Context: an optimization exercise on an open-source flow, tuned for small area, a short achievable clock period and few clock cycles. The choices shown serve that exercise and are no tape-out recipe.
The RTL was checked by simulation tests, not by an equivalence proof against the original design.

Design sisb_alu, start of the top module:
module sisb_alu (
    input  wire        clk,
    input  wire        rst,           
    input  wire        in_valid,
    output wire        in_ready,
    input  wire [3:0]  in_op,
    input  wire [15:0] in_a,
    input  wire [15:0] in_b,
    output reg         out_valid,
    output reg  [15:0] out_result,
    output reg         out_ovf,
    output reg         out_fatal,
    output reg  [1:0]  out_cause
);
Size in the first run: roughly 2300 cells after synthesis, about 15000 um^2 of cells after synthesis.
export LEC_CHECK = 0
export ABC_AREA = 1
export CAP_MARGIN = 20
export CORE_MARGIN = 2
export CORE_UTILIZATION = 40
export SETUP_SLACK_MARGIN = 5
export SLEW_MARGIN = 20
export TNS_END_PERCENT = 20
create_clock -name core_clock -period 11.0 [get_ports {clk}]
run.sh (not shown) runs the stock make flow with config.mk's settings and CLKGATE_MAP_FILE= SYNTH_SCRIPT=/design/flow/synth_recipe.tcl, a recipe that flattens the netlist after the stock synthesis.
Testbench counts at the start, summed over its fixed seeds: cycles 28,382.
Change:
GPL_TIMING_DRIVEN = 0   (was unset)
TNS_END_PERCENT = unset   (was 20)
What happened: Design area went up by a few percent; routed wire length grows by a few percent; utilization is higher by 1.1 points; global-route usage went up by 1.2 points; area after synthesis stays the same; clock-buffer cell count does not change; synthesized cell count is unchanged; worst hold slack degrades by 0.0073 ns; sequential cell count does not change.
Change:
GPL_TIMING_DRIVEN = unset   (was 0)
Outcome: The changed run went through all stages and came out clean. Hold slack improves by 0.0080 ns. Worst setup slack degrades by 0.16 ns. Clock skew goes up by 0.014 ns. Area after synthesis stays the same. Die area stays the same. Clock-buffer cell count is unchanged. Synthesized cell count is unchanged. Sequential cell count does not change. Via count goes down by a few percent. Non-clock buffer count goes down by 81.

---

sisb_alu, a different RTL version from the one above (not shown whole).
For scale: about 2200 cells after synthesis, ~61 I/O pins, about 15000 um2 of cells after synthesis.
==> flow/config.mk <==
export PLATFORM = sky130hd
export DESIGN_NAME = sisb_alu
export DESIGN_NICKNAME = sisb_alu
export VERILOG_FILES = /design/flow/design.v
export SDC_FILE = /design/flow/constraint.sdc
export NUM_CORES = 4
export LEC_CHECK = 0
export ABC_AREA = 1
export CAP_MARGIN = 20
export CORE_MARGIN = 2
export CORE_UTILIZATION = 40
export SLEW_MARGIN = 20
==> flow/constraint.sdc <==
create_clock -name core_clock -period 11.0 [get_ports {clk}]
set_input_delay 2.2000 -clock core_clock [delete_from_list [all_inputs] [get_ports {clk}]]
set_output_delay 2.2000 -clock core_clock [all_outputs]
set_load 0.01 [all_outputs]
standard.sh (not shown) runs the stock make flow with config.mk's settings and CLKGATE_MAP_FILE= SYNTH_SCRIPT=/design/flow/synth_recipe.tcl, a recipe that flattens the netlist after the stock synthesis.
==> flow/flow/run.sh <==
#!/bin/bash
# The standard layout (standard.sh, all steps unchanged), except that the
# port buffers that buffer_ports inserts on every input and output are plain
# buffers (buf_2) instead of the delay cells it picks by default, and
# repair_timing aims for 6.5 ns of setup slack (the SDC is unchanged).
# The full output of the flow goes to standard.log; ORFS keeps each step's
# log under orfs/logs/.
set -e
export SETUP_SLACK_MARGIN=6.5
export BUFFER_PORTS_ARGS="-buffer_cell sky130_fd_sc_hd__buf_2"
bash standard.sh > standard.log 2>&1
The starting point completed with no timing, DRC or antenna violations.
Testbench counts at the start, summed over its fixed seeds: cycles 28,382.
Edit:
--- a/flow/flow/run.sh
+++ b/flow/flow/run.sh
@@ -5 +5 @@
-# repair_timing aims for 6.5 ns of setup slack (the SDC is unchanged).
+# repair_timing aims for 5.5 ns of setup slack (the SDC is unchanged).
@@ -9 +9 @@
-export SETUP_SLACK_MARGIN=6.5
+export SETUP_SLACK_MARGIN=5.5
Worst hold slack gets worse by 0.015 ns.
Sequential share of layout area climbs by 2.4 points.
Sequential cell count does not change.
First-iteration DRC count climbs by about 20%.
Wire length drops by about 5%.
Worst setup slack gets worse by 0.85 ns.
Final area drops by about 14%.

---

## run A
sisb_alu, a different RTL version from the one above (not shown whole).
Size: ~2300 cells after synthesis, about 100 flip-flops, roughly 61 I/O pins.
==> flow/config.mk <==
export PLATFORM = sky130hd
export DESIGN_NAME = sisb_alu
export DESIGN_NICKNAME = sisb_alu
export VERILOG_FILES = /design/flow/design.v
export SDC_FILE = /design/flow/constraint.sdc
export NUM_CORES = 4
export LEC_CHECK = 0
export ABC_AREA = 1
export CAP_MARGIN = 20
export CORE_MARGIN = 2
export CORE_UTILIZATION = 40
export SLEW_MARGIN = 20
==> flow/constraint.sdc <==
create_clock -name core_clock -period 11.0 [get_ports {clk}]
set_input_delay 2.2000 -clock core_clock [delete_from_list [all_inputs] [get_ports {clk}]]
set_output_delay 2.2000 -clock core_clock [all_outputs]
set_load 0.01 [all_outputs]
==> flow/flow/run.sh <==
#!/bin/bash
# The standard layout (standard.sh, all steps unchanged), except that the
# port buffers that buffer_ports inserts on every input and output are plain
# buffers (buf_2) instead of the delay cells it picks by default, and
# repair_timing aims for 6 ns of setup slack (the SDC is unchanged).
# The full output of the flow goes to standard.log; ORFS keeps each step's
# log under orfs/logs/.
set -e
export SETUP_SLACK_MARGIN=6
export BUFFER_PORTS_ARGS="-buffer_cell sky130_fd_sc_hd__buf_2"
bash standard.sh > standard.log 2>&1
Run A finished end to end and its layout was clean on timing, DRC and antenna.
Testbench counts of run A, summed over its fixed seeds: cycles 28,382.
Relative to run A, the following input files were edited for run B:
# run A
export LEC_CHECK = 0
export ABC_AREA = 1
export CAP_MARGIN = 20
export CORE_MARGIN = 2
export CORE_UTILIZATION = 40
export SLEW_MARGIN = 20
create_clock -name core_clock -period 11.0 [get_ports {clk}]
# run B
export LEC_CHECK = 0
export ABC_AREA = 1
export CAP_MARGIN = 20
export CORE_MARGIN = 2
export CORE_UTILIZATION = 40
export SETUP_SLACK_MARGIN = 5
export SLEW_MARGIN = 20
create_clock -name core_clock -period 11.0 [get_ports {clk}]
==> flow/run.sh (new file) <==
#!/bin/bash
# synth_recipe.tcl (not shown) runs the flow's synth.tcl, then flattens the netlist and writes it again
# the make line also repeats each setting of config.mk as NAME=value (left out here)
make -C /OpenROAD-flow-scripts/flow DESIGN_CONFIG=/design/flow/config.mk WORK_HOME=/design/flow/orfs CLKGATE_MAP_FILE= SYNTH_SCRIPT=/design/flow/synth_recipe.tcl finish
removed: flow/flow/run.sh
removed: flow/standard.sh
==> notes.md <==
Run A → run B: number of gates resized after cts dropped 38, post-route clock period utilization rose by 4.5 points, number of non-clock inverters -4, area overhead of the layout relative to synthesis dropped 2.5 points, minimum clock period after layout +0.49 ns.
After synthesis and placement, the instance count of run B is below that of run A.
Edits applied to the flow inputs when going from run B to run C:
# run B
export LEC_CHECK = 0
export ABC_AREA = 1
export CAP_MARGIN = 20
export CORE_MARGIN = 2
export CORE_UTILIZATION = 40
export SETUP_SLACK_MARGIN = 5
export SLEW_MARGIN = 20
create_clock -name core_clock -period 11.0 [get_ports {clk}]
# run C
export LEC_CHECK = 0
export CAP_MARGIN = 20
export CORE_MARGIN = 2
export CORE_UTILIZATION = 60
export SETUP_SLACK_MARGIN = 5
export SLEW_MARGIN = 20
create_clock -name core_clock -period 11.0 [get_ports {clk}]
==> comparison <==
- Run C against run B: die extent in y fell by 36 um, slew at the pin closest to its max-slew limit shows an increase of 0.044 ns.
- Run comparison: run C slowest stage cell on the critical path or4_4; run B slowest stage cell on the critical path clkdlybuf4s50_1
- Comparing the two runs side by side, run C comes out behind run B on placement-stage worst setup slack.
diff inputs: run C => run D
# run C
export LEC_CHECK = 0
export CAP_MARGIN = 20
export CORE_MARGIN = 2
export CORE_UTILIZATION = 60
export SETUP_SLACK_MARGIN = 5
export SLEW_MARGIN = 20
create_clock -name core_clock -period 11.0 [get_ports {clk}]
# run D
export LEC_CHECK = 0
export ABC_AREA = 1
export CAP_MARGIN = 20
export CORE_MARGIN = 2
export CORE_UTILIZATION = 40
export SETUP_SLACK_MARGIN = 5
export SLEW_MARGIN = 20
create_clock -name core_clock -period 11.0 [get_ports {clk}]
==> flow/flow/run.sh (new file) <==
#!/bin/bash
# The standard layout (standard.sh, all steps unchanged), except that the
# port buffers that buffer_ports inserts on every input and output are plain
# buffers (buf_2) instead of the delay cells it picks by default.
# The full output of the flow goes to standard.log; ORFS keeps each step's
# log under orfs/logs/.
set -e
export BUFFER_PORTS_ARGS="-buffer_cell sky130_fd_sc_hd__buf_2"
bash standard.sh > standard.log 2>&1
==> flow/standard.sh (new file) <==
#!/bin/bash
# synth_recipe.tcl (not shown) runs the flow's synth.tcl, then flattens the netlist and writes it again
# the make line also repeats each setting of config.mk as NAME=value (left out here)
make -C /OpenROAD-flow-scripts/flow DESIGN_CONFIG=/design/flow/config.mk WORK_HOME=/design/flow/orfs CLKGATE_MAP_FILE= SYNTH_SCRIPT=/design/flow/synth_recipe.tcl "${@:-finish}"
removed: flow/run.sh
Results
Run D against run C: synthesis-to-layout area growth lower, number of vias in the routed layout higher.

[afterwards: timing with drivers on the ports]
The results above use ideal ports. As a check the final layouts listed here were re-extracted and re-timed, cells and wires unchanged.
Step 1 sets driving cells, clkbuf_16 on the clock port and buf_2 on the other inputs (assumed; they add their load-dependent delay and slew).
Step 2 also shifts input and output timing later by t, the mid clock arrival at the registers, as if the neighbouring blocks saw the same clock.
Slacks: ideal / step 1 / step 2; pairs: ideal / step 1.
run	t, ns	setup slack, ns	hold WS [ns]
the first run of note 1	0.418	5.131 / 5.163 / 4.745	0.427 / 0.427 / 0.427
the second run of note 1	0.415	5.288 / 5.318 / 4.903	0.420 / 0.420 / 0.420
the third run of note 1	0.415	5.126 / 5.157 / 4.742	0.428 / 0.428 / 0.428
the first run of note 2	0.418	6.504 / 6.463 / 6.045	0.463 / 0.463 / 0.463
the second run of note 2	0.419	5.651 / 5.599 / 5.375	0.448 / 0.448 / 0.448
run A	0.419	5.671 / 5.680 / 5.261	0.455 / 0.455 / 0.455
run B	0.414	5.181 / 5.133 / 4.801	0.457 / 0.457 / 0.457
run C	0.400	5.048 / 5.042 / 4.642	0.458 / 0.458 / 0.458
run D	0.415	5.372 / 5.397 / 4.989	0.469 / 0.469 / 0.469
After both steps setup and hold are still met in every run listed. The setup slack of the first run of note 2, which loses most, moves by -0.041 ns with the drivers and by -0.459 ns with both steps.
